Background: an optimization exercise with open tools, aiming at small area, a short achievable clock period and few clock cycles per item. Do not read the settings as production practice. Where RTL was checked, it was by simulation tests only, not by an equivalence proof against the original. The RTL of runs 2 to 4 was laid out without a check of its function. Power is estimated from default activity; no workload was simulated.

`flow/design.v`:
```
module rvl_enc (
    input  wire        clk,
    input  wire        rst,
    input  wire        start,         
    input  wire [31:0] start_count,
    output wire        busy,
    input  wire        in_valid,
    input  wire [15:0] in_data,
    output wire        in_ready,
    output wire        out_valid,
    output wire [7:0]  out_data,
    input  wire        out_ready,
    output wire [2:0]  st_state,
    output wire [31:0] st_count,
    output wire [31:0] st_index,
    output wire [33:0] st_bytes
);
    localparam [2:0] S_IDLE = 3'd0, S_RUN = 3'd1, S_TAIL = 3'd2, S_FLUSH = 3'd3,
                     S_DONE = 3'd6;
    reg [2:0]  st;
    reg [31:0] cnt, idx, run;
    reg [33:0] nbytes;
    reg [15:0] prev, cur;        
    reg        em;               
    reg        ph;               
    reg [3:0]  di;               
    reg        pend;             
    reg [3:0]  pnib;
    reg [7:0]  ob;
    reg        obv;
    function [3:0] top11;
        input [31:0] v;
        begin
            if      (v[31:30] != 0) top11 = 4'd10;
            else if (v[29:27] != 0) top11 = 4'd9;
            else if (v[26:24] != 0) top11 = 4'd8;
            else if (v[23:21] != 0) top11 = 4'd7;
            else if (v[20:18] != 0) top11 = 4'd6;
            else if (v[17:15] != 0) top11 = 4'd5;
            else if (v[14:12] != 0) top11 = 4'd4;
            else if (v[11:9]  != 0) top11 = 4'd3;
            else if (v[8:6]   != 0) top11 = 4'd2;
            else if (v[5:3]   != 0) top11 = 4'd1;
            else                    top11 = 4'd0;
        end
    endfunction
    function [2:0] top6;
        input [16:0] v;
        begin
            if      (v[16:15] != 0) top6 = 3'd5;
            else if (v[14:12] != 0) top6 = 3'd4;
            else if (v[11:9]  != 0) top6 = 3'd3;
            else if (v[8:6]   != 0) top6 = 3'd2;
            else if (v[5:3]   != 0) top6 = 3'd1;
            else                    top6 = 3'd0;
        end
    endfunction
    function [2:0] dig11;
        input [31:0] v;
        input [3:0]  i;
        begin
            case (i)
                4'd0:    dig11 = v[2:0];
                4'd1:    dig11 = v[5:3];
                4'd2:    dig11 = v[8:6];
                4'd3:    dig11 = v[11:9];
                4'd4:    dig11 = v[14:12];
                4'd5:    dig11 = v[17:15];
                4'd6:    dig11 = v[20:18];
                4'd7:    dig11 = v[23:21];
                4'd8:    dig11 = v[26:24];
                4'd9:    dig11 = v[29:27];
                default: dig11 = {1'b0, v[31:30]};
            endcase
        end
    endfunction
    function [2:0] dig6;
        input [16:0] v;
        input [2:0]  i;
        begin
            case (i)
                3'd0:    dig6 = v[2:0];
                3'd1:    dig6 = v[5:3];
                3'd2:    dig6 = v[8:6];
                3'd3:    dig6 = v[11:9];
                3'd4:    dig6 = v[14:12];
                default: dig6 = {1'b0, v[16:15]};
            endcase
        end
    endfunction
    wire [16:0] delta = {1'b0, cur} - {1'b0, prev};
    wire [16:0] code  = {delta[15:0], 1'b0} ^ {17{delta[16]}};
    wire [3:0] t_r   = top11(run);
    wire [2:0] t_c   = top6(code);
    wire       tail  = (st == S_TAIL);
    wire       di_nz = (di != 4'd0);
    wire       di_g1 = (di > 4'd1);
    wire [3:0] dim1  = di - 4'd1;
    wire [3:0] dim2  = di - 4'd2;
    reg [3:0] n0, n1;
    reg       has1, pdone, nph;
    reg [3:0] ndi;
    always @(*) begin
        n1    = 4'd0;
        has1  = 1'b0;
        pdone = 1'b0;
        nph   = ph;
        ndi   = dim2;
        if (!ph) begin
            n0 = {di_nz, dig11(run, di)};
            if (di_nz) begin
                n1   = {di_g1, dig11(run, dim1)};
                has1 = 1'b1;
                if (!di_g1) begin
                    nph   = 1'b1;
                    ndi   = {1'b0, t_c};
                    pdone = tail;
                end
            end else if (tail) begin
                pdone = 1'b1;
            end else begin
                n1    = {t_c != 3'd0, dig6(code, t_c)};
                has1  = 1'b1;
                nph   = 1'b1;
                ndi   = {1'b0, t_c} - 4'd1;
                pdone = (t_c == 3'd0);
            end
        end else begin
            n0 = {di_nz, dig6(code, di[2:0])};
            if (di_nz) begin
                n1    = {di_g1, dig6(code, dim1[2:0])};
                has1  = 1'b1;
                pdone = !di_g1;
            end else begin
                pdone = 1'b1;
            end
        end
    end
    wire       of    = !obv || out_ready;
    wire       step  = em && of;
    wire       fin   = step && pdone;
    wire       wr    = pend || has1;
    wire [7:0] byte_ = pend ? {pnib, n0} : {n0, n1};
    wire more = (idx != cnt);
    assign in_ready  = (st == S_RUN) && more && (!em || (of && pdone));
    wire   take      = in_valid && in_ready;
    wire   nz        = (in_data != 16'd0);
    wire [31:0] run_b = fin ? 32'd0 : run;
    assign busy      = (st != S_IDLE) && (st != S_DONE);
    assign out_valid = obv;
    assign out_data  = ob;
    assign st_state  = st;
    assign st_count  = cnt;
    assign st_index  = idx;
    assign st_bytes  = nbytes;
    always @(posedge clk) begin
        if (rst) begin
            st     <= S_IDLE;
            cnt    <= 32'd0;
            idx    <= 32'd0;
            nbytes <= 34'd0;
            run    <= 32'd0;
            prev   <= 16'd0;
            em     <= 1'b0;
            pend   <= 1'b0;
            obv    <= 1'b0;
        end else if (start) begin
            st     <= S_RUN;
            cnt    <= start_count;
            idx    <= 32'd0;
            nbytes <= 34'd0;
            run    <= 32'd0;
            prev   <= 16'd0;
            em     <= 1'b0;
            pend   <= 1'b0;
            obv    <= 1'b0;
        end else begin
            if (obv && out_ready)
                nbytes <= nbytes + 34'd1;
            if (step && wr) begin
                ob  <= byte_;
                obv <= 1'b1;
            end else if (out_ready) begin
                obv <= 1'b0;
            end
            if (step) begin
                pend <= pend ? has1 : !has1;
                pnib <= pend ? n1 : n0;
                ph   <= nph;
                di   <= ndi;
            end
            if (fin) begin
                em   <= 1'b0;
                prev <= cur;
            end
            case (st)
                S_RUN: begin
                    if (take) begin
                        idx <= idx + 32'd1;
                        if (nz) begin
                            cur <= in_data;
                            em  <= 1'b1;
                            ph  <= 1'b0;
                            di  <= fin ? 4'd0 : t_r;
                            run <= run_b;
                        end else begin
                            run <= run_b + 32'd1;
                        end
                    end else if (fin) begin
                        run <= 32'd0;
                    end else if (!em && !more) begin
                        if (run != 32'd0) begin
                            em <= 1'b1;
                            ph <= 1'b0;
                            di <= t_r;
                            st <= S_TAIL;
                        end else begin
                            st <= S_FLUSH;
                        end
                    end
                end
                S_TAIL: begin
                    if (fin)
                        st <= S_FLUSH;
                end
                S_FLUSH: begin
                    if (pend) begin
                        if (of) begin
                            ob   <= {pnib, 4'h0};
                            obv  <= 1'b1;
                            pend <= 1'b0;
                        end
                    end else if (of) begin
                        st <= S_DONE;
                    end
                end
                default: ;
            endcase
        end
    end
endmodule
module rvl_dec (
    input  wire        clk,
    input  wire        rst,
    input  wire        start,         
    input  wire [31:0] start_count,
    input  wire [33:0] start_len,
    output wire        busy,
    input  wire        in_valid,
    input  wire [7:0]  in_data,
    output wire        in_ready,
    output wire        out_valid,
    output wire [15:0] out_data,
    input  wire        out_ready,
    output wire [2:0]  st_state,
    output wire [1:0]  st_err,
    output wire [31:0] st_count,
    output wire [33:0] st_len,
    output wire [31:0] st_produced,
    output wire [33:0] st_bytes_in,
    output wire [34:0] st_nibbles
);
    localparam [2:0] S_IDLE = 3'd0, S_PARSE = 3'd1, S_ZEROS = 3'd2, S_DRAIN = 3'd3,
                     S_DONE = 3'd6, S_ERROR = 3'd7;
    localparam [1:0] E_NONE = 2'd0, E_TRUNCATED = 2'd1, E_OVERRUN = 2'd2,
                     E_OUT_OF_RANGE = 2'd3;
    reg [2:0]  st;
    reg [1:0]  err;
    reg [31:0] cnt, prod, acc;
    reg [33:0] len, bin;
    reg [34:0] nib;
    reg [15:0] prev, po;
    reg        pov;
    reg        aovf;
    reg        gt;               
    reg [15:0] nbuf;             
    reg [2:0]  nc;               
    wire have_bytes = (bin != len);
    wire of         = !pov || out_ready;
    wire in_grp     = (st == S_PARSE) || (st == S_ZEROS);
    assign in_ready = have_bytes && ((st == S_DRAIN) || (in_grp && (nc <= 3'd2)));
    wire take       = in_valid && in_ready;
    assign busy        = (st != S_IDLE) && (st != S_DONE) && (st != S_ERROR);
    assign out_valid   = pov;
    assign out_data    = po;
    assign st_state    = st;
    assign st_err      = err;
    assign st_count    = cnt;
    assign st_len      = len;
    assign st_produced = prod;
    assign st_bytes_in = bin;
    assign st_nibbles  = nib;
    wire [3:0]  n0    = nbuf[3:0];
    wire [3:0]  n1    = nbuf[7:4];
    wire        e0    = !n0[3];
    wire        e1    = !n1[3];
    wire [31:0] acc_a = {acc[28:0], n0[2:0]};
    wire        ovf_a = aovf || (acc[31:29] != 3'd0);
    wire [31:0] acc1  = e0 ? 32'd0 : acc_a;
    wire        ovf1  = !e0 && ovf_a;
    wire [31:0] acc_b = {acc1[28:0], n1[2:0]};
    wire        ovf_b = ovf1 || (acc1[31:29] != 3'd0);
    wire        gt1   = e0 ? !gt : gt;
    wire [31:0] rem   = cnt - prod;
    wire        last1 = (rem == 32'd1);
    wire        csel_a = e0 && gt;
    wire [31:0] cval   = csel_a ? acc_a : acc_b;
    wire        covf   = csel_a ? ovf_a : ovf_b;
    wire [17:0] dlt    = {18{cval[0]}} ^ {2'b00, cval[16:1]};
    wire [17:0] rec    = {2'b00, prev} + dlt;
    wire        c_bad  = covf || (cval[31:17] != 15'd0) || rec[17] || rec[16];
    wire        rsel_a = e0 && !gt;
    wire [31:0] rval   = rsel_a ? acc_a : acc_b;
    wire        rovf   = rsel_a ? ovf_a : ovf_b;
    wire        cin    = e0 && gt;
    wire [32:0] rneed  = {1'b0, rval} + {32'd0, cin};
    wire        r_bad  = rovf || (rneed > {1'b0, rem});
    wire        r_zero = (rval == 32'd0);
    reg  [1:0]  k;
    reg         wpix;            
    reg  [2:0]  nst;
    reg  [1:0]  nerr;
    reg  [31:0] nacc;
    reg         novf, ngt;
    always @(*) begin
        k    = 2'd0;
        wpix = 1'b0;
        nst  = st;
        nerr = err;
        nacc = acc;
        novf = aovf;
        ngt  = gt;
        if (nc == 3'd0) begin
            if (!have_bytes) begin
                nerr = E_TRUNCATED;
                nst  = S_DRAIN;
            end
        end else begin
            k = 2'd1;
            if (e0 && !gt && r_bad) begin
                nerr = E_OVERRUN;
                nst  = S_DRAIN;
            end else if (e0 && !gt && !r_zero) begin
                nacc = acc_a;
                novf = 1'b0;
                ngt  = 1'b1;
                nst  = S_ZEROS;
            end else if (e0 && gt && c_bad) begin
                nerr = E_OUT_OF_RANGE;
                nst  = S_DRAIN;
            end else if (e0 && gt && last1) begin
                wpix = 1'b1;
                nst  = S_DRAIN;
            end else begin
                wpix = e0 && gt;
                nacc = acc1;
                novf = ovf1;
                ngt  = gt1;
                if (nc != 3'd1) begin
                    k = 2'd2;
                    if (!e1) begin
                        nacc = acc_b;
                        novf = ovf_b;
                    end else if (!gt1) begin
                        if (r_bad) begin
                            nerr = E_OVERRUN;
                            nst  = S_DRAIN;
                        end else begin
                            nacc = acc_b;
                            novf = 1'b0;
                            ngt  = 1'b1;
                            if (!r_zero)
                                nst = S_ZEROS;
                        end
                    end else begin
                        if (c_bad) begin
                            nerr = E_OUT_OF_RANGE;
                            nst  = S_DRAIN;
                        end else begin
                            wpix = 1'b1;
                            nacc = 32'd0;
                            novf = 1'b0;
                            ngt  = 1'b0;
                            if (last1)
                                nst = S_DRAIN;
                        end
                    end
                end
            end
        end
    end
    wire        pstep = (st == S_PARSE) && of;
    wire [1:0]  kk    = pstep ? k : 2'd0;
    wire [15:0] shq   = (kk == 2'd0) ? nbuf : (kk == 2'd1) ? {4'd0, nbuf[15:4]} : {8'd0, nbuf[15:8]};
    wire [2:0]  ncs   = nc - {1'b0, kk};
    reg  [15:0] nq;
    always @(*) begin
        nq = shq;
        if (take) begin
            case (ncs[1:0])
                2'd0: nq = {shq[15:8], in_data[3:0], in_data[7:4]};
                2'd1: nq = {shq[15:12], in_data[3:0], in_data[7:4], shq[3:0]};
                default: nq = {in_data[3:0], in_data[7:4], shq[7:0]};
            endcase
        end
    end
    always @(posedge clk) begin
        if (rst) begin
            st   <= S_IDLE;
            err  <= E_NONE;
            cnt  <= 32'd0;
            len  <= 34'd0;
            prod <= 32'd0;
            bin  <= 34'd0;
            nib  <= 35'd0;
            pov  <= 1'b0;
            nc   <= 3'd0;
        end else if (start) begin
            st   <= (start_count != 32'd0) ? S_PARSE : S_DRAIN;
            err  <= E_NONE;
            cnt  <= start_count;
            len  <= start_len;
            prod <= 32'd0;
            bin  <= 34'd0;
            nib  <= 35'd0;
            pov  <= 1'b0;
            nc   <= 3'd0;
            prev <= 16'd0;
            acc  <= 32'd0;
            aovf <= 1'b0;
            gt   <= 1'b0;
        end else begin
            if (take)
                bin <= bin + 34'd1;
            if (pov && out_ready)
                pov <= 1'b0;
            nbuf <= nq;
            nc   <= ncs + (take ? 3'd2 : 3'd0);
            case (st)
                S_PARSE: begin
                    if (of) begin
                        nib  <= nib + {33'd0, k};
                        st   <= nst;
                        err  <= nerr;
                        acc  <= nacc;
                        aovf <= novf;
                        gt   <= ngt;
                        if (wpix) begin
                            po   <= rec[15:0];
                            pov  <= 1'b1;
                            prev <= rec[15:0];
                            prod <= prod + 32'd1;
                        end
                    end
                end
                S_ZEROS: begin
                    if (of) begin
                        po   <= 16'd0;
                        pov  <= 1'b1;
                        prod <= prod + 32'd1;
                        acc  <= acc - 32'd1;
                        if (acc == 32'd1)
                            st <= last1 ? S_DRAIN : S_PARSE;
                    end
                end
                S_DRAIN: begin
                    if (!have_bytes && of)
                        st <= (err == E_NONE) ? S_DONE : S_ERROR;
                end
                default: ;
            endcase
        end
    end
endmodule
module rvl_core (
    input  wire        clk,
    input  wire        rst,
    input  wire        cmd_valid,
    input  wire [67:0] cmd_word,
    input  wire        enc_in_valid,
    input  wire [15:0] enc_in_data,
    output wire        enc_in_ready,
    output wire        enc_out_valid,
    output wire [7:0]  enc_out_data,
    input  wire        enc_out_ready,
    input  wire        dec_in_valid,
    input  wire [7:0]  dec_in_data,
    output wire        dec_in_ready,
    output wire        dec_out_valid,
    output wire [15:0] dec_out_data,
    input  wire        dec_out_ready,
    input  wire [3:0]  sts_sel,
    output reg  [35:0] sts_data
);
    localparam [1:0] OP_ENC_START = 2'b00, OP_DEC_START = 2'b01;
    localparam [1:0] CE_OK = 2'd0, CE_RESERVED_OP = 2'd1, CE_BUSY = 2'd2;
    wire [1:0]  cmd_op    = cmd_word[67:66];
    wire [31:0] cmd_count = cmd_word[65:34];
    wire [33:0] cmd_len   = cmd_word[33:0];
    wire enc_busy, dec_busy;
    wire enc_start = cmd_valid && (cmd_op == OP_ENC_START) && !enc_busy;
    wire dec_start = cmd_valid && (cmd_op == OP_DEC_START) && !dec_busy;
    reg [1:0] cmd_err;
    always @(posedge clk) begin
        if (rst)
            cmd_err <= CE_OK;
        else if (cmd_valid) begin
            case (cmd_op)
                OP_ENC_START: cmd_err <= enc_busy ? CE_BUSY : CE_OK;
                OP_DEC_START: cmd_err <= dec_busy ? CE_BUSY : CE_OK;
                default:      cmd_err <= CE_RESERVED_OP;
            endcase
        end
    end
    wire [2:0]  e_state;
    wire [31:0] e_count, e_index;
    wire [33:0] e_bytes;
    wire [2:0]  d_state;
    wire [1:0]  d_err;
    wire [31:0] d_count, d_produced;
    wire [33:0] d_len, d_bytes_in;
    wire [34:0] d_nibbles;
    rvl_enc u_enc (
        .clk(clk), .rst(rst), .start(enc_start), .start_count(cmd_count),
        .busy(enc_busy),
        .in_valid(enc_in_valid), .in_data(enc_in_data), .in_ready(enc_in_ready),
        .out_valid(enc_out_valid), .out_data(enc_out_data), .out_ready(enc_out_ready),
        .st_state(e_state), .st_count(e_count), .st_index(e_index), .st_bytes(e_bytes)
    );
    rvl_dec u_dec (
        .clk(clk), .rst(rst), .start(dec_start), .start_count(cmd_count),
        .start_len(cmd_len), .busy(dec_busy),
        .in_valid(dec_in_valid), .in_data(dec_in_data), .in_ready(dec_in_ready),
        .out_valid(dec_out_valid), .out_data(dec_out_data), .out_ready(dec_out_ready),
        .st_state(d_state), .st_err(d_err), .st_count(d_count), .st_len(d_len),
        .st_produced(d_produced), .st_bytes_in(d_bytes_in), .st_nibbles(d_nibbles)
    );
    always @(*) begin
        case (sts_sel)
            4'd0:    sts_data = {34'd0, cmd_err};
            4'd1:    sts_data = {33'd0, e_state};
            4'd2:    sts_data = {4'd0, e_count};
            4'd3:    sts_data = {4'd0, e_index};
            4'd4:    sts_data = {2'd0, e_bytes};
            4'd5:    sts_data = {33'd0, d_state};
            4'd6:    sts_data = {34'd0, d_err};
            4'd7:    sts_data = {4'd0, d_count};
            4'd8:    sts_data = {2'd0, d_len};
            4'd9:    sts_data = {4'd0, d_produced};
            4'd10:   sts_data = {2'd0, d_bytes_in};
            4'd11:   sts_data = {1'd0, d_nibbles};
            default: sts_data = 36'd0;
        endcase
    end
endmodule
```
`flow/run.sh`:
```
#!/bin/bash
# synth_recipe.tcl (not shown) runs the flow's synth.tcl, then flattens the netlist and writes it again
# the make line also repeats each setting of config.mk as NAME=value (left out here)
make -C /OpenROAD-flow-scripts/flow DESIGN_CONFIG=/design/flow/config.mk WORK_HOME=/design/flow/orfs CLKGATE_MAP_FILE= SYNTH_SCRIPT=/design/flow/synth_recipe.tcl finish
```
`flow/config.mk`:
```
export PLATFORM = sky130hd
export DESIGN_NAME = rvl_core
export DESIGN_NICKNAME = rvl_core
export VERILOG_FILES = /design/flow/design.v
export SDC_FILE = /design/flow/constraint.sdc
export NUM_CORES = 4
export LEC_CHECK = 0
export CAP_MARGIN = 20
export CORE_MARGIN = 2
export CORE_UTILIZATION = 40
export SLEW_MARGIN = 20
```
`flow/constraint.sdc`:
```
create_clock -name core_clock -period 7.0 [get_ports {clk}]
set_input_delay 1.4000 -clock core_clock [delete_from_list [all_inputs] [get_ports {clk}]]
set_output_delay 1.4000 -clock core_clock [all_outputs]
set_load 0.01 [all_outputs]
```
==> run summary, run 1 <==
outcome=no timing/DRC/antenna violations; worst stage delay on the critical path=530 ps; Synth Area per Inst=7.75 um2; Worst Path Buf+Inv=5; Cell variety after synth=97; Most common cell on crit path=buf_4; Leak=13.8 nW; share of synthesized flip-flops with an asynchronous set or reset=0; kind of start point of the critical path=flop; number of global-route vias before repair=approximately 30000; number of max-cap violations=0; share of Yosys cell area claimed by the top area cell type=0.209; DIE AREA=0.0814 mm2; starting utilization of the core area=0.402; fin crit period=6690 ps; clock input transition at the sequential cells of the worst setup and hold paths=60 ps; y dimension of the die=between 200 and 300 um; Final Instance Area=around 0.037 mm2; main flop type after synthesis=dfxtp_1; Max Freq=150 MHz; global placement routability congestion=1.01; logic depth of the worst path, buffers included=26; number of antenna violations at the first check in global routing=1; area grow syn2layout=18.2%; minimum setup slack after placement=-0.601 ps; vias after detailed routing=32300; Worst Reg2Reg Path Length in Cells=26; placement row count=103; Warnings, synthesis=3; final setup fails=0; P_int=6.61 mW; later-pin clock latency in the skew report=640 ps; number of buffers added by the clock tree synthesis step=52; transition at the pin with the smallest max-transition slack=1040 ps; Std-Cell Core Area=0.0787 mm2; clk sinks=445; FF+latch area=around 0.010 mm2; CTS root buf=clkbuf_16; sw power=roughly 4.5 mW; capture point of the worst reg-to-reg path=u_dec.nbuf[10]$_DFFE_PP_; final design utilization=0.475; top area cells in the synthesized netlist=dfxtp_1 21%, edfxtp_1 11%, nand2_1 7.0%, a21oi_1 5.2%, xor2_1 5.1%; endpoint kind of the worst setup timing path=flop; number of nets in the finished design=4482; most area-hungry cell type in the Yosys netlist=dfxtp_1; detailed placement HPWL=about 93000 um; maximum fanout along the worst path=9; critical path start-end classification=flop to flop; critical path's slowest cell=or4_1; internal reg-to-reg setup slack=310 ps; Req. time, crit path=~7400 ps; Worst VDD drop=0.189 mV; combinational share of power=0.452; class of the most critical hold timing path=flop to flop; critical path capture point=u_dec.nbuf[10]$_DFFE_PP_; minimum hold slack=457 ps; combined area of all synthesized cells=0.0317 mm2; violation count after the first detailed-route iteration=between 3000 and 4000; Detail Route Antenna Nets=0; Die Width=285 um; mean number of vias per cell=6.03; global-route usage over all layers=0.290; worst relative slew slack=0.303; Final Non-Filler Cells=5348; count of flip-flops with a built-in enable after synthesis=115; Reg2Reg Launch Point=u_dec.cnt[0]$_SDFFE_PP0P_; period utilisation layout=0.955; Routed Wire Length=between 100000 and 150000 um; number of buffers inserted for hold repair after clock tree synthesis=0; setup TNS=0 ps; residual overflow from global routing=0; IO Port Bufs=165; synthesized net count=~4300; fill cell instance count of the final layout=~7800; Post-DP Area=0.0354 mm2; timing startpoint of the critical path=u_dec.cnt[0]$_SDFFE_PP0P_; pwr dens=between 200 and 300 mW/mm2; fraction of final layout cells with drive strength greater than 1=0.0963; H-tree levels=2; post-synthesis register bit count=445; part of the Yosys area used for sequential elements=0.318; maximum number of pins on one net before global-route repair=78; Max Clock Skew=approximately 35 ps; clock buffer depth=3; detailed-routing iteration count for the pre-antenna-repair pass=6; placed cell count=5232; crit path setup slack, layout=~310 ps; critical path data arrival time=7070 ps; kind of cell adding the most delay to the critical path=compound AO/OA/AOI/OAI gates; Multi-input gate area=0.0206 mm2; clock tree from TritonCTS=done; portion of total power attributed to the clock network=0.255; cells after synthesis=a little over 4000; average wire per cell in the routed design=between 20 and 25 um; I/O pin count=167; number of max-slew violations in the final report=0; DR DRC count=0; sequential share of power=0.293; switching part of the total=0.403; total power=11.1 mW; hold violation total from the final report=0; first-pass GRT wire length=185000 um
==> worst min-delay path by stage <==
stage,endpoint,start,cells after the start
after global placement,u_enc.prev[11]$_SDFFE_PN0P_,u_enc.prev[11]$_SDFFE_PN0P_,2
final,u_enc.prev[6]$_SDFFE_PN0P_,u_enc.prev[6]$_SDFFE_PN0P_,2
after global routing,u_enc.prev[13]$_SDFFE_PN0P_,u_enc.prev[13]$_SDFFE_PN0P_,2
after detailed placement,u_enc.prev[6]$_SDFFE_PN0P_,u_enc.prev[6]$_SDFFE_PN0P_,2
after floorplan,u_enc.prev[10]$_SDFFE_PN0P_,u_enc.prev[10]$_SDFFE_PN0P_,2
after CTS,u_enc.prev[7]$_SDFFE_PN0P_,u_enc.prev[7]$_SDFFE_PN0P_,2
==> registers in the layout, indices dropped and copies added, names as in the netlist, 32 cells and up <==
name / flops
u_dec.nib: 35
u_dec.bin: 34
u_dec.len: 34
u_enc.nbytes: 34
u_dec.acc: 32
u_dec.cnt: 32
u_dec.prod: 32
u_enc.cnt: 32
u_enc.idx: 32
u_enc.run: 32
==> metal layers <==
metal / vias to the layer above / routed length (um) / global-route usage
li1: 15200 / - / -
met5: - / 0 / 0
met3: 274 / 9270 / 0.0438
met4: 0 / 6140 / 0.129
met2: 1421 / 54100 / 0.451
met1: 15400 / 53200 / 0.396
==> logic make-up (layout without fill, tap and decap cells) <==
| logic type | Yosys count | after routing | share of synthesized area |
|---|---|---|---|
| and+or+nand+nor | 1688 | 1688 | 0.253 |
| xor gates and xnor gates | 332 | 332 | 0.0918 |
| other | 1 | 2 | 0.000118 |
| muxes | 61 | 61 | 0.0216 |
| adders and majority gates | 125 | 125 | 0.0506 |
| AOI/OAI and AO/OA | 1059 | 1059 | 0.220 |
| buffers and inverters | 375 | 586 | 0.0454 |
| DFF | 445 | 445 | 0.318 |
==> timing repair <==
action,in CTS,in global routing
gates resized for setup,3,35
endpoints found under the hold margin,0,0
setup endpoints to repair,5,33
cloned,0,1
pin swaps,1,14
setup buffers,1,16
==> tightest hold or removal path: stages (launching register included) <==
cell and delay (ps):
dfxtp_1 310, nand2_1 50, a21oi_1 50
==> cell type report <==
cell class                 count  area share
timing repair buffer         364      0.0855
multi-input combinational   3266       0.551
inverter                     125      0.0128
antenna                        1   0.0000668
tap                         1050      0.0351
clock inverter                17     0.00414
clock buffer                  80      0.0422
sequential                   445       0.269
==> power groups by stage <==
stage	combinational [mW]	clock (mW)	sequential (mW)
after floorplan	3.42	0	3.16
after global placement	4.80	0	3.29
after detailed placement	4.82	0	3.29
after CTS	4.84	2.86	3.24
after global routing	5.52	2.96	3.26
final	5.00	2.82	3.24
==> cells in the final DEF, fill, tap and decap left out, types with 13 or more instances in the layout <==
cell             count
a21oi_1            327
ha_1               114
nor4_1              56
clkdlybuf4s50_1    163
a211oi_1            38
dfxtp_1            330
nor3_1             100
edfxtp_1           115
clkbuf_1            14
nor2_1             353
o31ai_1             23
a21o_1              37
and3_1              58
a222oi_1            13
mux2i_1             45
nand2_1            582
a22oi_1            115
xnor2_1            146
or4_1               28
a221oi_1            39
nand4_1             82
and2_1              38
a22o_1              23
o22ai_1             15
o211ai_1            33
clkbuf_16           56
nand3_1            154
o21ai_0            180
a31oi_1             35
nor2b_1             30
inv_1              120
and4_1              18
xor2_1             184
or3_1               51
nand2b_1            30
o21a_1              22
buf_4              194
==> cell usage after synthesis (all sizes together) (33+ instances only) <==
| library cell | instances |
|---|---|
| nand2 | 593 |
| a21oi | 333 |
| or3 | 51 |
| clkbuf | 199 |
| inv | 122 |
| ha | 120 |
| mux2i | 46 |
| nand3 | 160 |
| o211ai | 35 |
| xor2 | 184 |
| a21o | 37 |
| and3 | 60 |
| a211oi | 41 |
| buf | 51 |
| a221oi | 40 |
| a22oi | 116 |
| nor3 | 110 |
| nor4 | 61 |
| xnor2 | 148 |
| nand4 | 82 |
| edfxtp | 115 |
| nor2 | 362 |
| o21ai | 193 |
| nor2b | 33 |
| a31oi | 36 |
| dfxtp | 330 |
| and2 | 43 |
Testbench counts, summed over its fixed seeds: cycles 10,970, items 18,582.
==> run 2, diff against run 1 <==
--- a/flow/design.v
+++ b/flow/design.v
@@ -22,3 +22,5 @@
     reg [33:0] nbytes;
-    reg [15:0] prev, cur;        
+    reg [15:0] last;             
+    reg [16:0] code;             
+    reg        more;             
     reg        em;               
@@ -90,4 +92,4 @@
     endfunction
-    wire [16:0] delta = {1'b0, cur} - {1'b0, prev};
-    wire [16:0] code  = {delta[15:0], 1'b0} ^ {17{delta[16]}};
+    wire [16:0] delta   = {1'b0, in_data} - {1'b0, last};
+    wire [16:0] code_in = {delta[15:0], 1'b0} ^ {17{delta[16]}};
     wire [3:0] t_r   = top11(run);
@@ -143,3 +145,2 @@
     wire [7:0] byte_ = pend ? {pnib, n0} : {n0, n1};
-    wire more = (idx != cnt);
     assign in_ready  = (st == S_RUN) && more && (!em || (of && pdone));
@@ -147,3 +148,3 @@
     wire   nz        = (in_data != 16'd0);
-    wire [31:0] run_b = fin ? 32'd0 : run;
+    wire [31:0] run_p1 = run + 32'd1;
     assign busy      = (st != S_IDLE) && (st != S_DONE);
@@ -162,3 +163,4 @@
             run    <= 32'd0;
-            prev   <= 16'd0;
+            last   <= 16'd0;
+            more   <= 1'b0;
             em     <= 1'b0;
@@ -172,3 +174,4 @@
             run    <= 32'd0;
-            prev   <= 16'd0;
+            last   <= 16'd0;
+            more   <= (start_count != 32'd0);
             em     <= 1'b0;
@@ -191,6 +194,4 @@
             end
-            if (fin) begin
-                em   <= 1'b0;
-                prev <= cur;
-            end
+            if (fin)
+                em <= 1'b0;
             case (st)
@@ -198,11 +199,14 @@
                     if (take) begin
-                        idx <= idx + 32'd1;
+                        idx  <= idx + 32'd1;
+                        more <= (idx + 32'd1 != cnt);
                         if (nz) begin
-                            cur <= in_data;
-                            em  <= 1'b1;
-                            ph  <= 1'b0;
-                            di  <= fin ? 4'd0 : t_r;
-                            run <= run_b;
+                            last <= in_data;
+                            code <= code_in;
+                            em   <= 1'b1;
+                            ph   <= 1'b0;
+                            di   <= fin ? 4'd0 : t_r;
+                            if (fin)
+                                run <= 32'd0;
                         end else begin
-                            run <= run_b + 32'd1;
+                            run <= fin ? 32'd1 : run_p1;
                         end
@@ -210,2 +214,4 @@
                         run <= 32'd0;
+                        if (!more)
+                            st <= S_FLUSH;
                     end else if (!em && !more) begin
@@ -271,2 +277,3 @@
     reg [34:0] nib;
+    reg [1:0]  kd;               
     reg [15:0] prev, po;
@@ -275,8 +282,9 @@
     reg        gt;               
+    reg        zchk;             
+    reg        hb;               
     reg [15:0] nbuf;             
     reg [2:0]  nc;               
-    wire have_bytes = (bin != len);
     wire of         = !pov || out_ready;
     wire in_grp     = (st == S_PARSE) || (st == S_ZEROS);
-    assign in_ready = have_bytes && ((st == S_DRAIN) || (in_grp && (nc <= 3'd2)));
+    assign in_ready = hb && ((st == S_DRAIN) || (in_grp && (nc <= 3'd2)));
     wire take       = in_valid && in_ready;
@@ -292,2 +300,11 @@
     assign st_nibbles  = nib;
+    function rng_bad;
+        input [31:0] c;
+        input        ovf;
+        input [15:0] p;
+        begin
+            rng_bad = ovf || (c[31:17] != 15'd0) ||
+                      (c[0] ? (c[16:1] >= p) : (c[16:1] > ~p));
+        end
+    endfunction
     wire [3:0]  n0    = nbuf[3:0];
@@ -298,24 +315,26 @@
     wire        ovf_a = aovf || (acc[31:29] != 3'd0);
+    wire [31:0] acc_c = {acc_a[28:0], n1[2:0]};        
+    wire        ovf_c = ovf_a || (acc_a[31:29] != 3'd0);
+    wire [31:0] acc_d = {29'd0, n1[2:0]};              
     wire [31:0] acc1  = e0 ? 32'd0 : acc_a;
     wire        ovf1  = !e0 && ovf_a;
-    wire [31:0] acc_b = {acc1[28:0], n1[2:0]};
-    wire        ovf_b = ovf1 || (acc1[31:29] != 3'd0);
+    wire [31:0] acc_b = e0 ? acc_d : acc_c;
+    wire        ovf_b = !e0 && ovf_c;
     wire        gt1   = e0 ? !gt : gt;
+    wire [31:0] prod1 = prod + 32'd1;
+    wire        last1 = (prod1 == cnt);
     wire [31:0] rem   = cnt - prod;
-    wire        last1 = (rem == 32'd1);
-    wire        csel_a = e0 && gt;
-    wire [31:0] cval   = csel_a ? acc_a : acc_b;
-    wire        covf   = csel_a ? ovf_a : ovf_b;
-    wire [17:0] dlt    = {18{cval[0]}} ^ {2'b00, cval[16:1]};
-    wire [17:0] rec    = {2'b00, prev} + dlt;
-    wire        c_bad  = covf || (cval[31:17] != 15'd0) || rec[17] || rec[16];
-    wire        rsel_a = e0 && !gt;
-    wire [31:0] rval   = rsel_a ? acc_a : acc_b;
-    wire        rovf   = rsel_a ? ovf_a : ovf_b;
-    wire        cin    = e0 && gt;
-    wire [32:0] rneed  = {1'b0, rval} + {32'd0, cin};
-    wire        r_bad  = rovf || (rneed > {1'b0, rem});
-    wire        r_zero = (rval == 32'd0);
+    wire        z_bad = aovf || (acc > rem);
+    wire        bad_a = rng_bad(acc_a, ovf_a, prev);
+    wire        bad_c = rng_bad(acc_c, ovf_c, prev);
+    wire        bad_d = rng_bad(acc_d, 1'b0, prev);
+    wire        bad_b = e0 ? bad_d : bad_c;
+    wire        zr_a  = !ovf_a && (acc_a == 32'd0);
+    wire        zr_b  = !ovf_b && (acc_b == 32'd0);
+    wire [16:0] cval  = (e0 && gt) ? acc_a[16:0] : acc_b[16:0];
+    wire [15:0] dlt   = {16{cval[0]}} ^ cval[16:1];
+    wire [15:0] rec   = prev + dlt;
     reg  [1:0]  k;
     reg         wpix;            
+    reg         nzc;
     reg  [2:0]  nst;
@@ -327,2 +346,3 @@
         wpix = 1'b0;
+        nzc  = 1'b0;
         nst  = st;
@@ -333,3 +353,3 @@
         if (nc == 3'd0) begin
-            if (!have_bytes) begin
+            if (!hb) begin
                 nerr = E_TRUNCATED;
@@ -339,11 +359,9 @@
             k = 2'd1;
-            if (e0 && !gt && r_bad) begin
-                nerr = E_OVERRUN;
-                nst  = S_DRAIN;
-            end else if (e0 && !gt && !r_zero) begin
+            if (e0 && !gt && !zr_a) begin
                 nacc = acc_a;
-                novf = 1'b0;
+                novf = ovf_a;
                 ngt  = 1'b1;
+                nzc  = 1'b1;
                 nst  = S_ZEROS;
-            end else if (e0 && gt && c_bad) begin
+            end else if (e0 && gt && bad_a) begin
                 nerr = E_OUT_OF_RANGE;
@@ -364,24 +382,19 @@
                     end else if (!gt1) begin
-                        if (r_bad) begin
-                            nerr = E_OVERRUN;
-                            nst  = S_DRAIN;
-                        end else begin
-                            nacc = acc_b;
-                            novf = 1'b0;
-                            ngt  = 1'b1;
-                            if (!r_zero)
-                                nst = S_ZEROS;
+                        nacc = acc_b;
+                        novf = ovf_b;
+                        ngt  = 1'b1;
+                        if (!zr_b) begin
+                            nzc = 1'b1;
+                            nst = S_ZEROS;
                         end
+                    end else if (bad_b) begin
+                        nerr = E_OUT_OF_RANGE;
+                        nst  = S_DRAIN;
                     end else begin
-                        if (c_bad) begin
-                            nerr = E_OUT_OF_RANGE;
-                            nst  = S_DRAIN;
-                        end else begin
-                            wpix = 1'b1;
-                            nacc = 32'd0;
-                            novf = 1'b0;
-                            ngt  = 1'b0;
-                            if (last1)
-                                nst = S_DRAIN;
-                        end
+                        wpix = 1'b1;
+                        nacc = 32'd0;
+                        novf = 1'b0;
+                        ngt  = 1'b0;
+                        if (last1)
+                            nst = S_DRAIN;
                     end
@@ -415,2 +428,4 @@
             nib  <= 35'd0;
+            kd   <= 2'd0;
+            hb   <= 1'b0;
             pov  <= 1'b0;
@@ -425,2 +440,4 @@
             nib  <= 35'd0;
+            kd   <= 2'd0;
+            hb   <= (start_len != 34'd0);
             pov  <= 1'b0;
@@ -432,4 +449,6 @@
         end else begin
-            if (take)
+            if (take) begin
                 bin <= bin + 34'd1;
+                hb  <= (bin + 34'd1 != len);
+            end
             if (pov && out_ready)
@@ -438,2 +457,4 @@
             nc   <= ncs + (take ? 3'd2 : 3'd0);
+            nib  <= nib + {33'd0, kd};
+            kd   <= kk;
             case (st)
@@ -441,3 +462,2 @@
                     if (of) begin
-                        nib  <= nib + {33'd0, k};
                         st   <= nst;
@@ -447,7 +467,8 @@
                         gt   <= ngt;
+                        zchk <= nzc;
                         if (wpix) begin
-                            po   <= rec[15:0];
+                            po   <= rec;
                             pov  <= 1'b1;
-                            prev <= rec[15:0];
-                            prod <= prod + 32'd1;
+                            prev <= rec;
+                            prod <= prod1;
                         end
@@ -456,6 +477,10 @@
                 S_ZEROS: begin
-                    if (of) begin
+                    if (zchk && z_bad) begin
+                        err <= E_OVERRUN;
+                        st  <= S_DRAIN;
+                    end else if (of) begin
+                        zchk <= 1'b0;
                         po   <= 16'd0;
                         pov  <= 1'b1;
-                        prod <= prod + 32'd1;
+                        prod <= prod1;
                         acc  <= acc - 32'd1;
@@ -466,3 +491,3 @@
                 S_DRAIN: begin
-                    if (!have_bytes && of)
+                    if (!hb && of)
                         st <= (err == E_NONE) ? S_DONE : S_ERROR;
==> run 2 against run 1 <==
  * Clock skew is 14 ps lower
  * Setup slack better by 190 ps
  * Critical path type unchanged
  * Utilization is 1.5 points lower
  * Critical path depth is 1 lower
  * Sequential power is 3% lower
  * Clock power is 5% higher
==> run summary, run 2 <==
outcome=no timing/DRC/antenna violations; H-tree levels=2; detailed-routing iteration count for the pre-antenna-repair pass=6; switching part of the total=0.340; Max Clock Skew=20.6 ps; number of antenna violations at the first check in global routing=0; Final Non-Filler Cells=5102; setup TNS=0 ps; unrepaired setup endpoints after global routing=no; Routed Wire Length=111000 um; commonest non-fill, non-tap cell in the layout=nand2_1; maximum number of pins on one net before global-route repair=approximately 120; transition at the pin with the smallest max-transition slack=1180 ps; part of the Yosys area used for sequential elements=0.321; Std-Cell Core Area=0.0789 mm2; clock tree from TritonCTS=done; number of max-cap violations=0; Multi-input gate area=0.0203 mm2; global placement routability congestion=0.978; minimum hold slack=482 ps; clock input transition at the sequential cells of the worst setup and hold paths=60 ps; average wire per cell in the routed design=between 20 and 25 um; worst relative slew slack=0.206; DR DRC count=0; first-pass GRT wire length=between 150000 and 200000 um; diode insertion count for antenna repair=0; FF+latch area=0.0102 mm2; violation count after the first detailed-route iteration=3047; Die Width=roughly 290 um; clock buffer depth=3; number of global-route vias before repair=28000; starting utilization of the core area=0.403; area grow syn2layout=14.1%; global-route usage over all layers=0.264; sw power=2.93 mW; share of Yosys cell area claimed by the top area cell type=0.210; share of synthesized flip-flops with an asynchronous set or reset=0; cells after synthesis=3971; DIE AREA=roughly 0.08 mm2; number of nets in the finished design=4299; number of buffers added by the clock tree synthesis step=54; total power=about 8.6 mW; Leak=12.6 nW; max FFs per register=35; combined area of all synthesized cells=roughly 0.032 mm2; y dimension of the die=286 um; final setup fails=0; clk sinks=451; I/O pin count=167; class of the most critical hold timing path=flop to flop; fin crit period=between 6000 and 7000 ps; placed cell count=5002; CTS root buf=clkbuf_16; post-synthesis register bit count=451; P_int=5.69 mW; fraction of final layout cells with drive strength greater than 1=0.0521; Max Freq=154 MHz; residual overflow from global routing=0; main flop type after synthesis=dfxtp_1; period utilisation layout=0.928; Warnings, synthesis=3; most area-hungry cell type in the Yosys netlist=dfxtp_1; maximum fanout along the worst path=14; kind of start point of the critical path=flop; commonest cells after routing, fill and taps aside=472 x nand2_1, 377 x nor2_1, 334 x dfxtp_1, 291 x a21oi_1, 243 x xnor2_1; endpoint kind of the worst setup timing path=flop; most used standard cell by instance count after synthesis=nand2_1; number of max-slew violations in the final report=0; pwr dens=238 mW/mm2; post-CTS setup buffer count=0; combinational share of power=0.292; later-pin clock latency in the skew report=640 ps; sequential share of power=0.366; portion of total power attributed to the clock network=0.342; number of buffers inserted for hold repair after clock tree synthesis=0; Detail Route Antenna Nets=0; Reg with most FFs=u_dec.nib; Synth Area per Inst=8.01 um2; final design utilization=0.460; Cell variety after synth=98; detailed placement HPWL=82300 um; fill cell instance count of the final layout=around 8000; top area cells in the synthesized netlist=dfxtp_1 21%, edfxtp_1 11%, ha_1 7.2%, xnor2_1 6.7%, nand2_1 5.6%; synthesized net count=4261; Worst VDD drop=approximately 0.20 mV; mean number of vias per cell=5.99; critical path data arrival time=7010 ps; leading cell types by count after synthesis=472 x nand2_1, 382 x nor2_1, 334 x dfxtp_1, 291 x a21oi_1, 243 x xnor2_1; vias after detailed routing=30600; Req. time, crit path=around 7500 ps; critical path start-end classification=flop to flop; hold violation total from the final report=0; IO Port Bufs=165; count of flip-flops with a built-in enable after synthesis=117; placement row count=103
==> run 2: changes by cell type in the layout (fill, tap and decap cells not counted), sizes merged, moves of 23 or more <==
| cell | before | now |
|---|---|---|
| xnor2 | 148 | 243 |
| nand3 | 160 | 132 |
| nand2 | 593 | 473 |
| inv | 125 | 148 |
| ha | 120 | 182 |
| xor2 | 184 | 144 |
| a21oi | 333 | 291 |
| o21ai | 193 | 149 |
| buf | 199 | 53 |
==> run 2: final cells by class <==
type,instances,share of cell area
Clock inverter,25,0.00804
Timing Repair Buffer,217,0.0575
Multi-Input combinational cell,3135,0.558
Inverter,150,0.0155
Tap cell,1050,0.0362
Clock buffer,74,0.0433
Sequential cell,451,0.281
==> run 2: power groups by stage <==
stage	combinational [mW]	sequential, mW	clock [mW]
6_report	2.52	3.15	2.95
5_1_grt	2.80	3.17	3.10
4_1_cts	2.49	3.15	3.00
3_5_place_dp	2.48	3.20	0
3_3_place_gp	2.44	3.20	0
2_1_floorplan	1.84	3.07	0
==> run 2: what timing repair did <==
action,4_1_cts,5_1_grt
setup endpoints to repair,0,71
hold endpoints to repair,0,0
gates resized for setup,0,6
==> run 2: per-layer routing <==
layer,global-route usage,vias to the layer above,routed length [um]
met4,0.0707,0,2880
met1,0.384,14600,51000
met2,0.400,1287,47900
met5,0,-,0
met3,0.0449,164,9550
li1,-,14500,-
==> run 2: path summary, 6_finish.rpt <==
kind | start | to | slack, ps | cells after the start
max | u_dec.prod[2]$_SDFFE_PN0P_ | u_dec.st[1]$_SDFFE_PP0P_ | 500 | 25
min | u_enc.cnt[5]$_SDFFE_PP0P_ | u_enc.cnt[5]$_SDFFE_PP0P_ | 480 | 2
max reg2reg | u_dec.prod[2]$_SDFFE_PN0P_ | u_dec.st[1]$_SDFFE_PP0P_ | 500 | 25
min reg2reg | u_enc.cnt[5]$_SDFFE_PP0P_ | u_enc.cnt[5]$_SDFFE_PP0P_ | 480 | 2
==> run 2: critical path, cell delays in order, from the launching register on <==
cell and delay (ps):
dfxtp_1 500, inv_1 130, ha_1 370, o21a_1 210, o31a_1 120, o21ai_1 280
a31oi_1 200, o211ai_1 350, o21ai_0 210, o41a_1 360, a211o_1 310, o31ai_1 260
xnor2_1 100, ha_1 320, nand2_1 100, nor3_2 190, nand2_1 60, or3_1 370
o41ai_2 360, buf_4 180, a31oi_1 60, nor3_4 350, buf_4 290, a221oi_1 150
and2_1 220, a311o_1 300
==> run 2: cells by family (layout without fill, tap and decap cells) <==
group,Yosys count,in the layout,share of synthesized area
AO/OA/AOI/OAI,934,935,0.192
XOR/XNOR,388,388,0.107
adder cells (fa/ha/maj),188,188,0.0751
buffers and inverters,386,466,0.0467
flip-flops,451,451,0.321
multiplexers,58,58,0.0200
other,1,1,0.000118
AND/OR/NAND/NOR,1565,1565,0.238
==> run 2: per-stage QoR <==
step	setup WS [ps]	instance area [um2]
after floorplan	218	31800
after global placement	540	34400
after detailed placement	414	34400
after CTS	383	36200
after global routing	16.5	36300
final	503	36300
==> run 3, diff against run 2 <==
--- a/flow/config.mk
+++ b/flow/config.mk
@@ -10,2 +10,3 @@
 export CORE_UTILIZATION = 40
+export SETUP_SLACK_MARGIN = 3.0
 export SLEW_MARGIN = 20
==> run 3 against run 2 <==
  * Wire length rose by 9.4%
  * Clock power rose by 7.1%
  * Die area did not move
  * Utilization rose by 5.9 points
==> run summary, run 3 <==
outcome=no timing/DRC/antenna violations; clock buffer depth=3; mean number of vias per cell=6.01; DIE AREA=~0.08 mm2; cells after synthesis=3971; commonest cells after routing, fill and taps aside=467 x nand2_1, 366 x nor2_1, 305 x dfxtp_1, 271 x a21oi_1, 241 x xnor2_1; I/O pin count=167; Leak=14.8 nW; max FFs per register=35; first-pass GRT wire length=182000 um; synthesized net count=roughly 4300; DR DRC count=0; Worst Hold Path Cells=2; Std-Cell Core Area=0.0789 mm2; Die Width=about 290 um; count of flip-flops with a built-in enable after synthesis=117; part of the Yosys area used for sequential elements=0.321; Routed Wire Length=122000 um; number of buffers added by the clock tree synthesis step=54; detailed placement HPWL=83900 um; fill cell instance count of the final layout=around 7400; fraction of final layout cells with drive strength greater than 1=0.184; number of antenna violations at the first check in global routing=7; H-tree levels=2; leading cell types by count after synthesis=472 x nand2_1, 382 x nor2_1, 334 x dfxtp_1, 291 x a21oi_1, 243 x xnor2_1; total power=9.55 mW; transition at the pin with the smallest max-transition slack=1060 ps; endpoint kind of the worst setup timing path=flop; end point of the worst hold path=u_enc.last[15]$_SDFFE_PN0P_; Max Clock Skew=33.8 ps; critical path data arrival time=6180 ps; share of Yosys cell area claimed by the top area cell type=0.210; share of synthesized flip-flops with an asynchronous set or reset=0; Req. time, crit path=7480 ps; residual overflow from global routing=0; average wire per cell in the routed design=roughly 23 um; setup TNS=0 ps; capture point of the worst reg-to-reg path=u_dec.prod[13]$_SDFFE_PN0P_; unrepaired setup endpoints after global routing=yes; violation count after the first detailed-route iteration=3190; starting utilization of the core area=0.403; commonest non-fill, non-tap cell in the layout=nand2_1; Worst Reg2Reg Path Length in Cells=26; most area-hungry cell type in the Yosys netlist=dfxtp_1; y dimension of the die=286 um; Warnings, synthesis=3; class of the most critical hold timing path=flop to flop; detailed-routing iteration count for the pre-antenna-repair pass=9; global placement routability congestion=between 0.9 and 1; clock tree from TritonCTS=done; Reg2Reg Launch Point=u_dec.cnt[13]$_SDFFE_PP0P_; hold violation total from the final report=0; maximum number of pins on one net before global-route repair=about 120; number of nets in the finished design=4576; Reg with most FFs=u_dec.nib; post-synthesis register bit count=approximately 450; critical path start-end classification=flop to flop; most used standard cell by instance count after synthesis=nand2_1; clock input transition at the sequential cells of the worst setup and hold paths=60 ps; IO Port Bufs=165; internal reg-to-reg setup slack=1300 ps; global-route usage over all layers=0.284; Synth Area per Inst=8.01 um2; maximum fanout along the worst path=5; period utilisation layout=0.814; combined area of all synthesized cells=0.0318 mm2; worst min-delay path startpoint=u_enc.last[15]$_SDFFE_PN0P_; main flop type after synthesis=dfxtp_1; final setup fails=0; clk sinks=roughly 450; worst relative slew slack=0.291; placement row count=103; Max Freq=around 180 MHz; later-pin clock latency in the skew report=650 ps; number of global-route vias before repair=29900; top area cells in the synthesized netlist=dfxtp_1 21%, edfxtp_1 11%, ha_1 7.2%, xnor2_1 6.7%, nand2_1 5.6%; CTS root buf=clkbuf_16; Detail Route Antenna Nets=0; number of max-slew violations in the final report=0; Worst VDD drop=0.210 mV; pwr dens=233 mW/mm2; area grow syn2layout=28.6%; Cell variety after synth=98; number of max-cap violations=0; vias after detailed routing=32300; kind of start point of the critical path=flop; fin crit period=approximately 5700 ps
[run 3: where the power goes]
part	switching (mW)	internal [mW]	total (mW)
clock	1.29	1.87	3.16
sequential	0.240	2.90	3.14
combinational	1.73	1.52	3.25
total	3.26	6.29	9.55
[run 3: area by class of cell]
class                           count  area [um2]  share of cell area
Timing Repair Buffer              491        4870               0.119
Inverter                          150         583              0.0143
Sequential cell                   451       10300               0.251
Clock inverter                     29         385             0.00942
Multi-Input combinational cell   3138       21800               0.534
Tap cell                         1050        1310              0.0321
Clock buffer                       72        1630              0.0397
Antenna cell                        1        2.50           0.0000612
[run 3: worst max-delay path by stage]
stage | start | endpoint | cells after the start
finish | u_dec.cnt[13]$_SDFFE_PP0P_ | u_dec.prod[13]$_SDFFE_PN0P_ | 26
global route | u_dec.cnt[13]$_SDFFE_PP0P_ | u_dec.prod[22]$_SDFFE_PN0P_ | 25
CTS | u_dec.prod[1]$_SDFFE_PN0P_ | u_dec.nbuf[1]$_DFFE_PP_ | 15
detailed placement | u_dec.prod[2]$_SDFFE_PN0P_ | u_dec.prod[17]$_SDFFE_PN0P_ | 24
global placement | sts_sel[1] | sts_data[12] | 7
floorplan | u_dec.prod[16]$_SDFFE_PN0P_ | u_dec.po[0]$_SDFFCE_PP0P_ | 25
[run 3: through the flow]
step | cell area [um2] | setup WS [ps] | hold slack [ps] | util | cells
2_1_floorplan | 32100 | 1610 | 449 | - | 3971
3_3_place_gp | 34600 | 927 | 468 | 0.438 | 5004
3_5_place_dp | 34600 | 832 | 480 | 0.438 | 5004
4_1_cts | 39300 | 1330 | 498 | 0.498 | 5275
5_1_grt | 40900 | 1080 | 523 | 0.519 | 5382
6_report | 40900 | 1300 | 495 | 0.519 | 5382
[run 3: metal layers]
layer  global-route usage  vias up  wire length (um)
met2                0.435     1420             53100
met3               0.0528      293             10500
met4                0.112        8              5280
met1                0.393    15600             52800
met5                    0        -                46
li1                     -    15000                 -
[run 3: what timing repair did]
| action | in CTS | in global routing |
|---|---|---|
| pin swaps | 122 | 142 |
| endpoints found under the setup margin | 291 | 268 |
| setup buffers | 152 | 105 |
| gates cloned | 18 | 1 |
| endpoints found under the hold margin | 0 | 0 |
| hold buffers | 0 | 0 |
| resized for setup | 445 | 188 |
[run 3: logic make-up after synthesis]
| group | count (synthesis) | synth area share |
|---|---|---|
| AND/OR/NAND/NOR | 1565 | 0.238 |
| multiplexers | 58 | 0.0200 |
| flip-flops | 451 | 0.321 |
| adder cells (fa/ha/maj) | 188 | 0.0751 |
| other | 1 | 0.000118 |
| XOR/XNOR | 388 | 0.107 |
| AO/OA/AOI/OAI | 934 | 0.192 |
| buffers and inverters | 386 | 0.0467 |
[run 3: critical path, stage by stage (launching register included)]
cell and delay (ps):
dfxtp_1 550, ha_1 350, o21ai_2 230, a21oi_1 150, o31ai_4 90, a31oi_4 70
o211ai_1 270, o21ai_2 110, o41a_1 330, a211o_1 350, o31ai_2 270, xnor2_1 110
ha_1 340, nand2_2 70, nor3_4 130, nand2_1 70, or3_4 350, o41ai_4 260
buf_4 180, nor3_4 40, nor3_4 250, o21ai_4 140, buf_12 230, buf_4 150
buf_16 140, o21ai_1 210, a21oi_2 90
==> run 4, diff against run 3 <==
--- a/flow/config.mk
+++ b/flow/config.mk
@@ -7,2 +7,3 @@
 export LEC_CHECK = 0
+export ABC_CLOCK_PERIOD_IN_PS = 3500
 export CAP_MARGIN = 20
@@ -10,3 +11,3 @@
 export CORE_UTILIZATION = 40
-export SETUP_SLACK_MARGIN = 3.0
+export SETUP_SLACK_MARGIN = 3.2
 export SLEW_MARGIN = 20
==> run 4 against run 3 <==
  * First-iteration DRC count is 0.69% higher
  * Final cell count is 0.20% lower
  * Still clean
  * Combinational power hardly changed
  * Critical endpoint is now u_dec.prod[1]$_SDFFE_PN0P_
==> run summary, run 4 <==
share of Yosys cell area claimed by the top area cell type=0.210; number of buffers inserted for hold repair after clock tree synthesis=0; Post-DP Area=between 0.03 and 0.04 mm2; class of the most critical hold timing path=flop to flop; DIE AREA=between 0.08 and 0.09 mm2; I/O pin count=roughly 170; uppermost signal routing layer after detailed routing=met4; Worst VDD drop=approximately 0.22 mV; violation count after the first detailed-route iteration=3212; Final Non-Filler Cells=5371; count of flip-flops with a built-in enable after synthesis=between 100 and 150; transition at the pin with the smallest max-transition slack=~1200 ps; Met1 Routed Length=~53000 um; critical path data arrival time=6150 ps; commonest cells after routing, fill and taps aside=459 x nand2_1, 364 x nor2_1, 302 x dfxtp_1, 272 x a21oi_1, 238 x xnor2_1; average wire per cell in the routed design=22.5 um; final setup fails=0; vias after detailed routing=roughly 32000; maximum number of pins on one net before global-route repair=124; total power=just over 9 mW; unrepaired setup endpoints after global routing=yes; met2 wire length=53100 um; share of synthesized flip-flops with an asynchronous set or reset=0; global placement routability congestion=0.958; placed cell count=4999; Die Width=286 um; Leak=roughly 15 nW; hold violation total from the final report=0; critical path's slowest cell=dfxtp_4; critical path start-end classification=flop to flop; number of global-route vias before repair=29300; clock buffer depth=3; mean number of vias per cell=between 6 and 7; period utilisation layout=0.809; global-route usage over all layers=0.280; detailed placement HPWL=82300 um; max FFs per register=35; Synth Area per Inst=around 8.0 um2; DR DRC count=0; Met3 Wirelength=10300 um; number of buffers added by the clock tree synthesis step=53; top area cells in the synthesized netlist=dfxtp_1 21%, edfxtp_1 11%, ha_1 7.2%, xnor2_1 6.7%, nand2_1 5.6%; clk sinks=451; CTS root buf=clkbuf_16; placement row count=103; diode insertion count for antenna repair=0; synthesized net count=4261; Reg with most FFs=u_dec.nib; starting utilization of the core area=0.403; number of max-slew violations in the final report=0; Most common cell on crit path=buf_4; combined area of all synthesized cells=approximately 0.032 mm2; kind of start point of the critical path=flop; Req. time, crit path=7480 ps; Max Freq=177 MHz; cells after synthesis=between 3000 and 4000; outcome=no timing/DRC/antenna violations; fin crit period=5670 ps; pwr dens=228 mW/mm2; later-pin clock latency in the skew report=650 ps; area grow syn2layout=28.0%; part of the Yosys area used for sequential elements=0.321; post-synthesis register bit count=between 400 and 500; Detail Route Antenna Nets=0; Final Instance Area=0.0407 mm2; Routed Wire Length=~120000 um; main flop type after synthesis=dfxtp_1; detailed-routing iteration count for the pre-antenna-repair pass=8; fill cell instance count of the final layout=7451; Warnings, synthesis=3; commonest non-fill, non-tap cell in the layout=nand2_1; clock tree from TritonCTS=done; worst stage delay on the critical path=380 ps; Std-Cell Core Area=0.0789 mm2; first-pass GRT wire length=179000 um; maximum fanout along the worst path=6; fraction of final layout cells with drive strength greater than 1=0.185; clock input transition at the sequential cells of the worst setup and hold paths=~70 ps; most used standard cell by instance count after synthesis=nand2_1; number of antenna violations at the first check in global routing=0; minimum hold slack=between 400 and 500 ps; residual overflow from global routing=0; worst relative slew slack=0.217; H-tree levels=2; Cell variety after synth=98; most area-hungry cell type in the Yosys netlist=dfxtp_1; Max Clock Skew=30.6 ps; endpoint kind of the worst setup timing path=flop; leading cell types by count after synthesis=472 x nand2_1, 382 x nor2_1, 334 x dfxtp_1, 291 x a21oi_1, 243 x xnor2_1; setup TNS=0 ps; number of nets in the finished design=4567; IO Port Bufs=about 170; number of max-cap violations=0; y dimension of the die=286 um
==> run 4: cell types whose count changed in the layout (fill, tap and decap cells not counted), moves of 4 or more <==
cell,change
o21ai_1,+9
nand2_1,-8
inv_1,-5
o221ai_1,-4
buf_6,-13
o221ai_2,+4
o21ai_2,-7
o21ai_0,-5
clkinv_2,+4
clkbuf_1,+8
nand2_2,+8
==> run 4: path summary, 6_finish.rpt <==
check / cells past startpoint / end / from / slack, ps
max: 29 / u_dec.prod[1]$_SDFFE_PN0P_ / u_dec.cnt[16]$_SDFFE_PP0P_ / 1330
min: 2 / u_dec.cnt[0]$_SDFFE_PP0P_ / u_dec.cnt[0]$_SDFFE_PP0P_ / 490
max reg2reg: 29 / u_dec.prod[1]$_SDFFE_PN0P_ / u_dec.cnt[16]$_SDFFE_PP0P_ / 1330
min reg2reg: 2 / u_dec.cnt[0]$_SDFFE_PP0P_ / u_dec.cnt[0]$_SDFFE_PP0P_ / 490
==> run 4: through the flow <==
step	util	setup WS (ps)
3_5_place_dp	0.440	784
2_1_floorplan	-	1610
5_1_grt	0.516	1130
6_report	0.516	1330
4_1_cts	0.495	1340
3_3_place_gp	0.440	963
==> run 4: cells by family after synthesis <==
kind of cell / share of synthesized area
compound gates: 0.192
xor+xnor: 0.107
fa+ha+maj: 0.0751
buf+inv: 0.0467
flops: 0.321
mux: 0.0200
other cells: 0.000118
simple gates: 0.238
==> run 4: timing repair <==
item | 4_1_cts | 5_1_grt
pin swaps | 115 | 136
setup endpoints to repair | 324 | 253
setup buffers | 156 | 99
gates cloned | 13 | 5
gates resized for setup | 405 | 208
==> run 4: power breakdown <==
part | switching (mW) | internal, mW
clock | 1.25 | 1.73
combinational | 1.74 | 1.47
sequential | 0.205 | 2.90
==> run 4: critical path, delay by kind of cell (launching register included) <==
kind            cells  cell delay [ps]
compound gates      9             2030
buf+inv            11             1490
simple gates        5              670
fa+ha+maj           2              630
flops               1              380
mux                 1              180
xor+xnor            1              130
==> run 4: layer usage <==
| metal | global-route usage | vias to the layer above |
|---|---|---|
| met5 | 0 | - |
| li1 | - | 15000 |
| met3 | 0.0411 | 258 |
| met2 | 0.431 | 1495 |
| met1 | 0.396 | 15500 |
| met4 | 0.106 | 0 |
==> run 4: final cells by class <==
cell class	count	area [um2]	share of cell area
Multi-Input combinational cell	3139	22000	0.539
Sequential cell	451	10300	0.253
Timing Repair Buffer	482	4720	0.116
Clock buffer	74	1510	0.0370
Tap cell	1050	1310	0.0323
Inverter	150	589	0.0145
Clock inverter	25	343	0.00842
==> run 5, diff against run 4 <==
--- a/flow/design.v
+++ b/flow/design.v
@@ -24,2 +24,3 @@
     reg [16:0] code;             
+    reg [2:0]  t_c;              
     reg        more;             
@@ -95,3 +96,2 @@
     wire [3:0] t_r   = top11(run);
-    wire [2:0] t_c   = top6(code);
     wire       tail  = (st == S_TAIL);
@@ -204,2 +204,3 @@
                             code <= code_in;
+                            t_c  <= top6(code_in);
                             em   <= 1'b1;
@@ -275,2 +276,3 @@
     reg [31:0] cnt, prod, acc;
+    reg [31:0] rem;              
     reg [33:0] len, bin;
@@ -324,4 +326,4 @@
     wire [31:0] prod1 = prod + 32'd1;
-    wire        last1 = (prod1 == cnt);
-    wire [31:0] rem   = cnt - prod;
+    wire [31:0] rem1  = rem - 32'd1;
+    wire        last1 = (rem == 32'd1);
     wire        z_bad = aovf || (acc > rem);
@@ -438,2 +440,3 @@
             prod <= 32'd0;
+            rem  <= start_count;
             bin  <= 34'd0;
@@ -473,2 +476,3 @@
                             prod <= prod1;
+                            rem  <= rem1;
                         end
@@ -485,2 +489,3 @@
                         prod <= prod1;
+                        rem  <= rem1;
                         acc  <= acc - 32'd1;
--- a/flow/config.mk
+++ b/flow/config.mk
@@ -7,3 +7,3 @@
 export LEC_CHECK = 0
-export ABC_CLOCK_PERIOD_IN_PS = 3500
+export ABC_AREA = 1
 export CAP_MARGIN = 20
==> run 5 against run 4 <==
  * Flip-flop and latch count is 35 higher
  * Die area is 9.0% higher
  * Critical path type is now input pin to output port
  * Largest power group unchanged
  * Power is 18% higher
  * Count of clock-buffer cells in the layout is 12 higher
  * Wire length is 18% higher
  * First-iteration DRC count is 27% higher
  * Synthesized area is 9.1% higher
  * Final cell count is 23% higher
  * Global-route usage is 2.7 points higher
  * Fmax is 34% higher
==> run summary, run 5 <==
clock tree from TritonCTS=done; later-pin clock latency in the skew report=660 ps; number of global-route vias before repair=34300; main flop type after synthesis=dfxtp_1; Max Clock Skew=24.3 ps; combined area of all synthesized cells=0.0347 mm2; Post-DP Area=approximately 0.037 mm2; number of max-cap violations=0; vias after detailed routing=37600; Synth Area per Inst=6.76 um2; fraction of final layout cells with drive strength greater than 1=0.133; y dimension of the die=299 um; clock input transition at the sequential cells of the worst setup and hold paths=~60 ps; minimum hold slack=456 ps; max FFs per register=35; pwr dens=roughly 250 mW/mm2; Final Instance Area=0.0433 mm2; average wire per cell in the routed design=21.7 um; Routed Wire Length=143000 um; Die Width=299 um; mean number of vias per cell=between 5 and 6; maximum fanout along the worst path=6; fill cell instance count of the final layout=8636; number of antenna violations at the first check in global routing=7; share of Yosys cell area claimed by the top area cell type=0.193; part of the Yosys area used for sequential elements=0.324; commonest cells after routing, fill and taps aside=1101 x nand2_1, 592 x inv_1, 462 x nor2_1, 419 x a21oi_1, 379 x o21ai_0; clock buffer depth=3; H-tree levels=2; Cell variety after synth=between 70 and 80; IO Port Bufs=165; post-synthesis register bit count=slightly below 500; kind of start point of the critical path=input pin; CTS root buf=clkbuf_16; unrepaired setup endpoints after global routing=yes; count of flip-flops with a built-in enable after synthesis=~150; top area cells in the synthesized netlist=dfxtp_1 19%, edfxtp_1 13%, nand2_1 12%, inv_1 6.9%, a21oi_1 6.3%; DIE AREA=about 0.089 mm2; share of synthesized flip-flops with an asynchronous set or reset=0; Req. time, crit path=5600 ps; Std-Cell Core Area=about 0.086 mm2; Reg with most FFs=u_dec.nib; violation count after the first detailed-route iteration=4088; global placement routability congestion=0.986; number of buffers inserted for hold repair after clock tree synthesis=0; transition at the pin with the smallest max-transition slack=904 ps; first-pass GRT wire length=212000 um; critical path start-end classification=input pin to output port; outcome=no timing/DRC/antenna violations; period utilisation layout=0.603; DR DRC count=0; setup TNS=0 ps; Worst VDD drop=0.178 mV; detailed-routing iteration count for the pre-antenna-repair pass=6; I/O pin count=167; endpoint kind of the worst setup timing path=output port; number of nets in the finished design=5667; placement row count=108; number of max-slew violations in the final report=0; maximum number of pins on one net before global-route repair=74; residual overflow from global routing=0; Leak=16.7 nW; synthesized net count=roughly 5400; class of the most critical hold timing path=flop to flop; Detail Route Antenna Nets=0; number of buffers added by the clock tree synthesis step=57; final setup fails=0; detailed placement HPWL=105000 um; starting utilization of the core area=0.402; Max Freq=237 MHz; fin crit period=~4200 ps; hold violation total from the final report=0; global-route usage over all layers=0.307; Warnings, synthesis=3; most area-hungry cell type in the Yosys netlist=dfxtp_1; most used standard cell by instance count after synthesis=nand2_1; worst relative slew slack=0.392; clk sinks=486; commonest non-fill, non-tap cell in the layout=nand2_1; leading cell types by count after synthesis=1122 x nand2_1, 639 x inv_1, 495 x nor2_1, 434 x a21oi_1, 401 x o21ai_0; critical path data arrival time=2820 ps; cells after synthesis=5131; area grow syn2layout=24.6%
[run 5: final cells by class]
cell class,count,area [um2],area share
multi-input combinational,3794,21900,0.507
sequential,486,11300,0.260
timing repair buffer,402,3850,0.0891
inverter,655,2640,0.0610
clock buffer,86,1740,0.0402
tap,1155,1450,0.0334
clock inverter,22,275,0.00636
timing repair inverter,10,139,0.00321
antenna,1,2.50,0.0000578
[run 5: path summary, 6_finish.rpt]
path / startpoint / to / slack [ps] / cells after the start
worst max-delay path: sts_sel[0] / sts_data[7] / 2780 / 10
worst min-delay path: u_enc.last[7]$_SDFFE_PN0P_ / u_enc.last[7]$_SDFFE_PN0P_ / 460 / 2
worst max register to register: u_dec.acc[1]$_SDFFCE_PP0P_ / u_dec.nbuf[3]$_DFFE_PP_ / 3330 / 26
worst min register to register: u_enc.last[7]$_SDFFE_PN0P_ / u_enc.last[7]$_SDFFE_PN0P_ / 460 / 2
[run 5: per-layer routing]
metal	up-vias	track usage	share of wire	wire [um]
met1	17600	0.414	0.42	60500
met2	1751	0.484	0.44	62400
met4	8	0.144	0.058	8240
li1	17900	-	-	-
met5	-	0	0.00028	40
met3	379	0.0465	0.084	12100
[run 5: logic make-up (layout without fill, tap and decap cells)]
| kind of cell | count (synthesis) | count (layout) | share of synthesized area |
|---|---|---|---|
| AOI/OAI and AO/OA | 1148 | 1150 | 0.186 |
| xor gates and xnor gates | 193 | 193 | 0.0503 |
| adders and majority gates | 158 | 158 | 0.0578 |
| buffers and inverters | 854 | 1175 | 0.0964 |
| DFF | 486 | 486 | 0.324 |
| other | 1 | 2 | 0.000108 |
| and+or+nand+nor | 2291 | 2292 | 0.286 |
[run 5: stage by stage]
step                      instances  setup slack (ps)  total power [mW]  utilization
final                          6611              2780              11.0        0.501
after detailed placement       6284               964              7.16        0.433
after floorplan                5131              2700              6.02            -
after global placement         6284               989              7.13        0.433
after global routing           6610              2740              11.5        0.501
after CTS                      6533              2760              10.7        0.484
[run 5: repair_timing]
| item | in CTS | in global routing |
|---|---|---|
| endpoints found under the setup margin | 330 | 181 |
| pin swaps | 61 | 67 |
| cloned | 14 | 8 |
| setup buffers | 127 | 69 |
| resized for setup | 472 | 175 |
[run 5: where the power goes]
group / internal [mW] / total [mW] / switching (mW)
logic: 1.41 / 4.05 / 2.64
registers: 3.37 / 3.68 / 0.311
clock network: 1.90 / 3.24 / 1.34
[run 5: critical path, stage by stage]
cell	delay, ps
buf_12	120
nand2_8	80
buf_6	100
nor2_4	30
buf_12	150
inv_12	80
o22ai_4	80
a2111oi_4	370
o221ai_2	220
buf_2	190
Testbench counts of run 5, summed over its fixed seeds: cycles 10,960, items 18,582.

==> re-timing with driven ports <==
The results above use ideal ports. As a check the final layouts listed here were re-extracted and re-timed, cells and wires unchanged. Step 1 (the two cells are an assumption about what drives the block):
set clk [get_ports {clk}]
set_driving_cell -lib_cell sky130_fd_sc_hd__clkbuf_16 $clk
set_driving_cell -lib_cell sky130_fd_sc_hd__buf_2 [delete_from_list [all_inputs] $clk]
Step 2 also shifts input and output timing later by t, the mid clock arrival at the registers, as if the neighbouring blocks saw the same clock. a / b / c = ideal / step 1 / step 2; a / b = the first two.
| run | shift t [ns] | setup slack, ns | worst register clock-pin slew, ns |
|---|---|---|---|
| run 1 | 0.695 | 0.313 / 0.313 / 0.313 | 0.07 / 0.07 |
| run 2 | 0.697 | 0.503 / 0.503 / 0.503 | 0.07 / 0.07 |
| run 3 | 0.705 | 1.304 / 1.304 / 1.304 | 0.07 / 0.07 |
| run 4 | 0.700 | 1.334 / 1.334 / 1.334 | 0.07 / 0.07 |
| run 5 | 0.716 | 2.778 / 2.718 / 2.674 | 0.07 / 0.07 |
After both steps every run listed still meets setup and hold. The setup slack of run 5, which loses most, moves by -0.060 ns with the drivers and by -0.104 ns with both steps.
